From an optimization exercise on the open Yosys and OpenROAD flow, aimed at small area, a short achievable clock period and few clock cycles; shortcuts taken in it are not production practice.
Only the layout flow was run in this run; the RTL was not checked for function there.
Power and IR drop assume default switching activity.

`flow/config.mk`:
```
export PLATFORM = sky130hd
export DESIGN_NAME = sidc
export DESIGN_NICKNAME = sidc
export VERILOG_FILES = /design/flow/design.v
export SDC_FILE = /design/flow/constraint.sdc
export NUM_CORES = 8
export LEC_CHECK = 0
export CAP_MARGIN = 20
export CORE_MARGIN = 2
export CORE_UTILIZATION = 30
export PLACE_DENSITY = 0.45
export SLEW_MARGIN = 20
```
`flow/constraint.sdc`:
```
create_clock -name core_clock -period 10.0 [get_ports {clk}]
set_input_delay 2.0000 -clock core_clock [delete_from_list [all_inputs] [get_ports {clk}]]
set_output_delay 2.0000 -clock core_clock [all_outputs]
set_load 0.01 [all_outputs]
```
`flow/design.v`:
```
module sidc_crc8 (
    input  wire [31:0] acc_in,
    input  wire [7:0]  d,
    output reg  [31:0] acc_out
);
    integer i;
    always @* begin
        acc_out = acc_in ^ {24'd0, d};
        for (i = 0; i < 8; i = i + 1)
            acc_out = (acc_out >> 1) ^ (acc_out[0] ? 32'hEDB88320 : 32'h0);
    end
endmodule
module sidc (
    input  wire        clk,
    input  wire        rst,       
    input  wire        req,
    input  wire        we,
    input  wire        wide,      
    input  wire [10:0] addr,
    input  wire [31:0] wdata,
    output reg         ack,
    output reg         err,
    output reg  [31:0] rdata
);
    localparam integer RSV   = 40;
    localparam integer MACS  = 8;
    localparam integer TOTAL = 30 + RSV + 6 * MACS;   
    localparam integer SPAN  = TOTAL - 4;             
    localparam [31:0]  TAG_LIT = 32'h43434944;        
    localparam [31:0]  PARAMS  = (RSV << 16) | (MACS << 8) | TOTAL;   
    localparam integer DATE_OFF = 18;
    localparam [7:0] OP_NOP        = 8'h00;
    localparam [7:0] OP_SOFT_RESET = 8'h01;
    localparam [7:0] OP_CRC_INIT   = 8'h10;
    localparam [7:0] OP_CRC_BYTE   = 8'h11;
    localparam [7:0] OP_CRC_WORD   = 8'h12;
    localparam [7:0] OP_DATE_ENC   = 8'h20;
    localparam [7:0] OP_DATE_DEC   = 8'h21;
    localparam [7:0] OP_BUF_RESET  = 8'h30;
    localparam [7:0] OP_BUF_PUSH   = 8'h31;
    localparam [7:0] OP_REC_DECODE = 8'h32;
    localparam [7:0] OP_REC_ENCODE = 8'h33;
    localparam [7:0] OP_REC_ZERO   = 8'h34;
    localparam [7:0] OP_REC_TAG    = 8'h35;
    localparam [7:0] OP_REC_STAMP  = 8'h40;
    localparam [7:0] OP_REC_VERIFY = 8'h41;
    localparam [1:0] S_IDLE = 2'd0, S_ACK = 2'd1, S_CRC = 2'd2;
    reg [8*TOTAL-1:0] bufr;       
    reg [8*SPAN-1:0]  fb;         
    reg [15:0] len;
    reg [31:0] checksum;
    reg [15:0] cal_year;
    reg [7:0]  cal_month, cal_day, cal_hour, cal_minute, cal_second;
    reg [31:0] din;
    reg [31:0] crc_acc;
    reg        st_format_err, st_crc_ok, st_crc_mismatch, st_cmd_err, st_acc_err;
    reg [7:0]  err_code;
    reg [1:0]  state;
    reg [6:0]  crc_idx;           
    reg        crc_is_verify;
    wire [7:0] off   = addr[7:0];
    wire in_ctrl  = (addr[10:8] == 3'b000);
    wire in_field = (addr[10:8] == 3'b010) && (off < SPAN);
    wire in_buf   = (addr[10:8] == 3'b100) && (off < TOTAL);
    reg ctrl_readable, ctrl_writable;
    always @* begin
        ctrl_readable = 1'b0;
        ctrl_writable = 1'b0;
        case (off)
            8'h00: begin ctrl_readable = 1'b1; ctrl_writable = 1'b1; end  
            8'h04, 8'h08, 8'h0C, 8'h14, 8'h1C, 8'h24:
                   ctrl_readable = 1'b1;                                  
            8'h10, 8'h18, 8'h20, 8'h40, 8'h44, 8'h48, 8'h4C, 8'h50, 8'h54:
                   begin ctrl_readable = 1'b1; ctrl_writable = 1'b1; end
            default: ;
        endcase
    end
    wire field_rsv = (off >= 24) && (off < 24 + RSV);
    wire ctrl_ok   = in_ctrl && wide && (we ? ctrl_writable : ctrl_readable);
    wire field_ok  = in_field && !wide && !(we && field_rsv);
    wire buf_ok    = in_buf && !wide;
    wire legal     = ctrl_ok || field_ok || buf_ok;
    wire [7:0] op  = wdata[7:0];
    wire [7:0] arg = wdata[15:8];
    reg op_known, op_has_arg;
    always @* begin
        op_known   = 1'b1;
        op_has_arg = 1'b0;
        case (op)
            OP_NOP, OP_SOFT_RESET, OP_CRC_INIT, OP_CRC_WORD, OP_DATE_ENC, OP_DATE_DEC,
            OP_BUF_RESET, OP_REC_DECODE, OP_REC_ENCODE, OP_REC_ZERO, OP_REC_TAG,
            OP_REC_STAMP, OP_REC_VERIFY: ;
            OP_CRC_BYTE, OP_BUF_PUSH: op_has_arg = 1'b1;
            default: op_known = 1'b0;
        endcase
    end
    wire cmd_legal = (wdata[31:16] == 16'd0) && op_known && (op_has_arg || arg == 8'd0);
    wire start      = (state == S_IDLE) && req;
    wire do_write   = start && legal && we;
    wire do_cmd     = do_write && in_ctrl && (off == 8'h00);
    wire do_exec    = do_cmd && cmd_legal;
    wire [7:0] img_byte = fb[8*crc_idx +: 8];
    wire [7:0] crc_din  = (state == S_CRC) ? img_byte : arg;
    wire [31:0] crc_b;
    sidc_crc8 u_crc_byte (.acc_in(crc_acc), .d(crc_din), .acc_out(crc_b));
    wire [31:0] crc_w1, crc_w2, crc_w3, crc_w4;
    sidc_crc8 u_crc_w1 (.acc_in(crc_acc), .d(din[31:24]), .acc_out(crc_w1));
    sidc_crc8 u_crc_w2 (.acc_in(crc_w1),  .d(din[23:16]), .acc_out(crc_w2));
    sidc_crc8 u_crc_w3 (.acc_in(crc_w2),  .d(din[15:8]),  .acc_out(crc_w3));
    sidc_crc8 u_crc_w4 (.acc_in(crc_w3),  .d(din[7:0]),   .acc_out(crc_w4));
    wire crc_last = (crc_idx == SPAN - 1);
    reg [31:0] rd_val;
    always @* begin
        rd_val = 32'd0;
        if (in_ctrl) begin
            case (off)
                8'h04: rd_val = {26'd0, st_acc_err, st_cmd_err, 1'b0,
                                 st_crc_mismatch, st_crc_ok, st_format_err};
                8'h08: rd_val = {24'd0, err_code};
                8'h0C: rd_val = PARAMS;
                8'h10: rd_val = din;
                8'h14: rd_val = {16'd0, len};
                8'h18: rd_val = crc_acc;
                8'h1C: rd_val = ~crc_acc;
                8'h20: rd_val = checksum;
                8'h24: rd_val = TAG_LIT;
                8'h40: rd_val = {16'd0, cal_year};
                8'h44: rd_val = {24'd0, cal_month};
                8'h48: rd_val = {24'd0, cal_day};
                8'h4C: rd_val = {24'd0, cal_hour};
                8'h50: rd_val = {24'd0, cal_minute};
                8'h54: rd_val = {24'd0, cal_second};
                default: rd_val = 32'd0;
            endcase
        end else if (in_field) begin
            rd_val = {24'd0, fb[8*off[6:0] +: 8]};
        end else begin
            rd_val = {24'd0, bufr[8*off[6:0] +: 8]};
        end
    end
    wire [15:0] year_mod = cal_year % 16'd100;
    integer i;
    always @(posedge clk) begin
        if (!rst && do_write && in_buf)
            for (i = 0; i < TOTAL; i = i + 1)
                if (off == i) bufr[8*i +: 8] <= wdata[7:0];
        if (!rst && do_exec && op == OP_BUF_PUSH)
            for (i = 0; i < TOTAL; i = i + 1)
                if (len == i) bufr[8*i +: 8] <= arg;
        if (!rst && do_exec && op == OP_REC_ENCODE)
            bufr <= {checksum[7:0], checksum[15:8], checksum[23:16], checksum[31:24], fb};
    end
    always @(posedge clk) begin
        if (rst) begin
            state           <= S_IDLE;
            ack             <= 1'b0;
            err             <= 1'b0;
            fb              <= {8*SPAN{1'b0}};
            len             <= 16'd0;
            checksum        <= 32'd0;
            cal_year        <= 16'd0;
            cal_month       <= 8'd0;
            cal_day         <= 8'd0;
            cal_hour        <= 8'd0;
            cal_minute      <= 8'd0;
            cal_second      <= 8'd0;
            din             <= 32'd0;
            crc_acc         <= 32'hFFFFFFFF;
            st_format_err   <= 1'b0;
            st_crc_ok       <= 1'b0;
            st_crc_mismatch <= 1'b0;
            st_cmd_err      <= 1'b0;
            st_acc_err      <= 1'b0;
            err_code        <= 8'd0;
        end else begin
            case (state)
            S_IDLE: begin
                ack <= 1'b0;
                err <= 1'b0;
                if (req) begin
                    state <= S_ACK;
                    ack   <= 1'b1;
                    rdata <= rd_val;
                    if (!legal) begin
                        err        <= 1'b1;
                        st_acc_err <= 1'b1;
                        err_code   <= 8'd4;
                    end else if (we) begin
                        if (in_field)
                            fb[8*off[6:0] +: 8] <= wdata[7:0];
                        if (in_ctrl) begin
                            case (off)
                                8'h10: din        <= wdata;
                                8'h18: crc_acc    <= wdata;
                                8'h20: checksum   <= wdata;
                                8'h40: cal_year   <= wdata[15:0];
                                8'h44: cal_month  <= wdata[7:0];
                                8'h48: cal_day    <= wdata[7:0];
                                8'h4C: cal_hour   <= wdata[7:0];
                                8'h50: cal_minute <= wdata[7:0];
                                8'h54: cal_second <= wdata[7:0];
                                default: ;
                            endcase
                        end
                        if (do_cmd && !cmd_legal) begin
                            st_cmd_err <= 1'b1;
                            err_code   <= 8'd3;
                        end
                        if (do_exec) begin
                            case (op)
                            OP_SOFT_RESET: begin
                                fb              <= {8*SPAN{1'b0}};
                                len             <= 16'd0;
                                checksum        <= 32'd0;
                                cal_year        <= 16'd0;
                                cal_month       <= 8'd0;
                                cal_day         <= 8'd0;
                                cal_hour        <= 8'd0;
                                cal_minute      <= 8'd0;
                                cal_second      <= 8'd0;
                                din             <= 32'd0;
                                crc_acc         <= 32'hFFFFFFFF;
                                st_format_err   <= 1'b0;
                                st_crc_ok       <= 1'b0;
                                st_crc_mismatch <= 1'b0;
                                st_cmd_err      <= 1'b0;
                                st_acc_err      <= 1'b0;
                                err_code        <= 8'd0;
                            end
                            OP_CRC_INIT: crc_acc <= 32'hFFFFFFFF;
                            OP_CRC_BYTE: crc_acc <= crc_b;
                            OP_CRC_WORD: crc_acc <= crc_w4;
                            OP_DATE_ENC: begin
                                fb[8*(DATE_OFF+0) +: 8] <= year_mod[7:0];
                                fb[8*(DATE_OFF+1) +: 8] <= cal_month;
                                fb[8*(DATE_OFF+2) +: 8] <= cal_day;
                                fb[8*(DATE_OFF+3) +: 8] <= cal_hour;
                                fb[8*(DATE_OFF+4) +: 8] <= cal_minute;
                                fb[8*(DATE_OFF+5) +: 8] <= cal_second;
                            end
                            OP_DATE_DEC: begin
                                cal_year   <= {8'd0, fb[8*(DATE_OFF+0) +: 8]};
                                cal_month  <= fb[8*(DATE_OFF+1) +: 8];
                                cal_day    <= fb[8*(DATE_OFF+2) +: 8];
                                cal_hour   <= fb[8*(DATE_OFF+3) +: 8];
                                cal_minute <= fb[8*(DATE_OFF+4) +: 8];
                                cal_second <= fb[8*(DATE_OFF+5) +: 8];
                            end
                            OP_BUF_RESET: len <= 16'd0;
                            OP_BUF_PUSH:  if (len != 16'hFFFF) len <= len + 16'd1;
                            OP_REC_DECODE: begin
                                if (len == TOTAL) begin
                                    fb            <= bufr[8*SPAN-1:0];
                                    checksum      <= {bufr[8*SPAN +: 8], bufr[8*(SPAN+1) +: 8],
                                                      bufr[8*(SPAN+2) +: 8], bufr[8*(SPAN+3) +: 8]};
                                    st_format_err <= 1'b0;
                                end else begin
                                    st_format_err <= 1'b1;
                                    err_code      <= 8'd1;
                                end
                            end
                            OP_REC_ENCODE: len <= TOTAL;
                            OP_REC_ZERO: begin
                                fb       <= {8*SPAN{1'b0}};
                                checksum <= 32'd0;
                            end
                            OP_REC_TAG: begin
                                fb[0  +: 8] <= TAG_LIT[31:24];
                                fb[8  +: 8] <= TAG_LIT[23:16];
                                fb[16 +: 8] <= TAG_LIT[15:8];
                                fb[24 +: 8] <= TAG_LIT[7:0];
                            end
                            OP_REC_STAMP, OP_REC_VERIFY: begin
                                state         <= S_CRC;
                                ack           <= 1'b0;
                                crc_acc       <= 32'hFFFFFFFF;
                                crc_idx       <= 7'd0;
                                crc_is_verify <= (op == OP_REC_VERIFY);
                            end
                            default: ;
                            endcase
                        end
                    end
                end
            end
            S_CRC: begin
                crc_acc <= crc_b;
                crc_idx <= crc_idx + 7'd1;
                if (crc_last) begin
                    state <= S_ACK;
                    ack   <= 1'b1;
                    if (!crc_is_verify) begin
                        checksum <= ~crc_b;
                    end else if (~crc_b == checksum) begin
                        st_crc_ok       <= 1'b1;
                        st_crc_mismatch <= 1'b0;
                    end else begin
                        st_crc_ok       <= 1'b0;
                        st_crc_mismatch <= 1'b1;
                        err_code        <= 8'd2;
                    end
                end
            end
            default: begin   
                state <= S_IDLE;
                ack   <= 1'b0;
                err   <= 1'b0;
            end
            endcase
        end
    end
endmodule
```
`flow/run.sh`:
```
#!/bin/bash
# synth_recipe.tcl (not shown) runs the flow's synth.tcl, then flattens the netlist and writes it again
# the make line also repeats each setting of config.mk as NAME=value (left out here)
make -C /OpenROAD-flow-scripts/flow DESIGN_CONFIG=/design/flow/config.mk WORK_HOME=/design/flow/orfs CLKGATE_MAP_FILE= SYNTH_SCRIPT=/design/flow/synth_recipe.tcl finish
```
==> reports/results.tsv <==
stage	metric	value	unit
clock_tree	CTS tree	built	
placed_design	DP HPWL	440000	um
setup_path	CP arrival	10.12	ns
setup_path	Worst Path Required	10.88	ns
sta	Fmax	108	MHz
clock_tree	Clock Pin Slew Worst Setup and Hold Paths	0.06	ns
routing	vias per cell	6.17	
setup_path	Crit. End Element	flip-flop	
yosys	Syn Inst Count	16835	
routing	Via Count	135686	
sta	Tightest Pin Transition	1.29	ns
clock_tree	Post-CTS Resized	0	
clock_tree	Worst-Skew Late Latency	0.94	ns
yosys	Synth Flop Type	dfxtp_1	
yosys	synth top area cells	dfxtp_1 (31%), mux4_2 (15%), o21ai_0 (11%), nand2_1 (7.7%), nor2_1 (4.5%)	
global_routing	vias in the first global route	124055	
setup_path	crit-path max FO	56	
yosys	Synth top area share	0.308	
floorplanning	Initial Util	0.301	
clock_tree	root buffer cell	clkbuf_16	
cells_and_area	layout cells sized above 1	0.120	
flow_run	max_cap viols	0	
pwr	PD cells	141	nW/um2
routing	ANT nets after route	0	
floorplanning	Placeable Area	441000	um2
worst_hold_path	Hold Crit Start	err_code[4]	
sta	Fin. Hold Viols	0	
cells_and_area	fin util	0.335	
pwr	Power, Total	0.0208	W
pwr	P_leak	49.6	nW
global_routing	All-Layer GR Usage	0.299	
setup_path	Worst R2R Setup Slack	0.77	ns
pwr	worst vdd ir	137	uV
yosys	sequential-to-total area share from yosys stat	0.317	
setup_path	WS Path Type	flip-flop to flip-flop	
sta	final worst path period share	0.923	
cells_and_area	Layout fillers	46338	
cells_and_area	area grow syn2layout	11.5	%
cells_and_area	commonest cells after routing, fill and taps aside	o21ai_0 (2878), nand2_1 (2686), dfxtp_1 (2041)	
cells_and_area	leading cell type in the layout, fill and taps excluded	o21ai_0	
cells_and_area	Nets	15923	
yosys	Async S/R FF share, synth	0	
global_routing	first-pass GRT wire length	984000	um
placed_design	gpl congestion	0.938	
clock_tree	CTS Buf Count	273	
sta	fin. max-slew vios	0	
floorplanning	IO Pins	82	
global_routing	gr ovfl total	0	
yosys	Mapped Area	133000	um2
yosys	synthesized flop and latch total	2081	
global_routing	largest net degree at the start of global routing	165	
yosys	cell taking the most area after synthesis	dfxtp_1	
yosys	distinct cell type count of the synthesized netlist	107	
clock_tree	# clock sinks	2081	
sta	min Tclk post-route	9.23	ns
clock_tree	H-tree depth	5	
routing	DRC	0	
floorplanning	Die Y	669	um
yosys	EDFF count, synth	40	
sta	RSZ-0062 raised after global routing	no	
clock_tree	# Post-CTS Setup Buffers	0	
setup_path	Worst R2R Path Depth	20	
sta	Final Setup Violations	0	
routing	final wirelength	696000	um
floorplanning	die area	447000	um2
worst_hold_path	Tightest Hold Check Type	flip-flop to flip-flop	
setup_path	CP Launch Type	flip-flop	
yosys	Ys Warns	2	
routing	drt first-iter violations	17491	
outcome	status	complete, no violations	
setup_path	Reg-to-Reg End	err_code[5]	
clock_tree	hold buffer count at cts	0	
clock_tree	Max Root-Sink Buffers	4	
global_routing	initial antenna violation count	61	
floorplanning	die width	669	um
floorplanning	FP Rows	244	
sta	setup TNS	0	ns
placed_design	IO buf count	81	
worst_hold_path	Worst Hold End	err_code[4]	
routing	drt pass-1 iters	11	
setup_path	reg2reg start	crc_idx[0]	
worst_hold_path	Hold Path Depth	1	
sta	Worst slew margin	0.115	
yosys	Synthesized Nets	16894	
yosys	syn avg cell area	7.87	um2
sta	clk_skew	0.0359	ns
routing	per-cell routed wire length	31.7	um
-- worst max path at each step --
stage / from / to / slack (ns) / cells past startpoint
CTS: crc_idx[0] / err_code[6] / 1.20 / 20
global placement: addr[6] / bufr[501] / 0.90 / 24
floorplan: addr[0] / bufr[528] / 2.33 / 27
finish: crc_idx[0] / err_code[5] / 0.77 / 20
detailed placement: addr[6] / bufr[497] / 0.67 / 24
global route: crc_idx[0] / err_code[5] / 0.70 / 20
-- registers in the layout, indices dropped and copies added (netlist names), 7 cells and up --
signal,cells
rdata,32
cal_second,8
checksum,32
crc_acc,32
cal_day,8
cal_year,16
cal_minute,8
din,32
crc_idx,7
fb,912
cal_month,8
len,16
err_code,8
bufr,944
cal_hour,8
-- layout make-up --
cell class / instances / area (um2) / share of cell area
multi-input combinational: 13014 / 84500 / 0.572
sequential: 2081 / 42100 / 0.285
clock buffer: 416 / 8290 / 0.0561
tap: 5904 / 7390 / 0.0500
timing repair buffer: 470 / 4750 / 0.0321
clock inverter: 49 / 531 / 0.00359
antenna: 42 / 105 / 0.000711
inverter: 24 / 97.6 / 0.000661
-- worst max-delay path: stages, from the launching register on --
cell and delay, ns:
edfxtp_1 0.35, buf_4 0.26, buf_12 0.50, mux4_2 0.65
mux4_2 0.61, mux4_2 0.65, mux2i_1 0.62, o21ai_0 0.38
xor2_1 0.69, xor2_1 0.97, xor2_1 0.47, xnor2_1 0.53
xnor2_1 0.17, nand2_1 0.07, nor3_1 0.31, nand4_1 0.13
nor4_1 0.68, a21oi_1 0.15, o21a_1 0.28, a21oi_1 0.42
and2_1 0.20
-- where the power goes --
part	switching (W)	internal, W	leakage, nW
Clock	0.00426	0.00592	4.35
Sequential	0.0000418	0.00834	16.8
Combinational	0.00156	0.000708	28.4
Total	0.00586	0.0150	49.6
-- through the flow --
step | area, um2 | worst slack (ns) | hold WS, ns | instances
6_report | 148000 | 0.766 | 0.467 | 22000
5_1_grt | 148000 | 0.697 | 0.477 | 21963
4_1_cts | 148000 | 1.20 | 0.465 | 21957
3_5_place_dp | 139000 | 0.671 | 0.447 | 21492
3_3_place_gp | 139000 | 0.902 | 0.444 | 21490
2_1_floorplan | 133000 | 2.33 | 0.430 | 16835
-- metal layers --
layer / global-route usage / vias up / part of all wire
met5: 0 / - / 0.00068
met4: 0.159 / 22 / 0.061
met3: 0.0661 / 1547 / 0.098
met2: 0.447 / 7452 / 0.43
met1: 0.401 / 67466 / 0.41
li1: - / 59199 / -
-- cells in the mapped netlist, types with 416 or more instances --
library cell  count
o21ai_0        2880
nand2_1        2704
dfxtp_1        2041
nor2_1         1596
clkbuf_1       1540
nand3_1        1022
mux4_2          880
a21oi_1         792
a22oi_1         615
nor3_1          516
mux2i_1         471
a211oi_1        416
-- logic make-up (layout without fill, tap and decap cells) --
kind of cell / count (synthesis) / in the layout / synth area share
fa+ha+maj: 11 / 11 / 0.00104
buf+inv: 1740 / 959 / 0.0500
simple gates: 6091 / 6091 / 0.193
other cells: 0 / 42 / 0
flops: 2081 / 2081 / 0.317
compound gates: 5098 / 5098 / 0.222
mux: 1404 / 1404 / 0.190
xor+xnor: 410 / 410 / 0.0277

[afterwards: timing with drivers on the ports]
No port has a modelled driver above. Below, the same layout with a new extraction and two added sets of constraints. Step 1 (the two cells are an assumption about what drives the block):
set clk [get_ports {clk}]
set_driving_cell -lib_cell sky130_fd_sc_hd__clkbuf_16 $clk
set_driving_cell -lib_cell sky130_fd_sc_hd__buf_2 [delete_from_list [all_inputs] $clk]
Step 2, shift: input delay + t, output delay - t, t = (earliest + latest rising clock arrival at the registers) / 2. This alone moves slack from input paths to output paths. a / b / c = ideal / step 1 / step 2; a / b = the first two.
t (ns): 1.043
slack for setup (ns): 0.766 / 0.766 / 0.103
worst setup path at the end: input to register
clock arrival spread, ns: 0.048 / 0.048
After both steps setup and hold are still met in this run. The setup slack of this run moves by 0.000 ns with the drivers and by -0.663 ns with both steps.
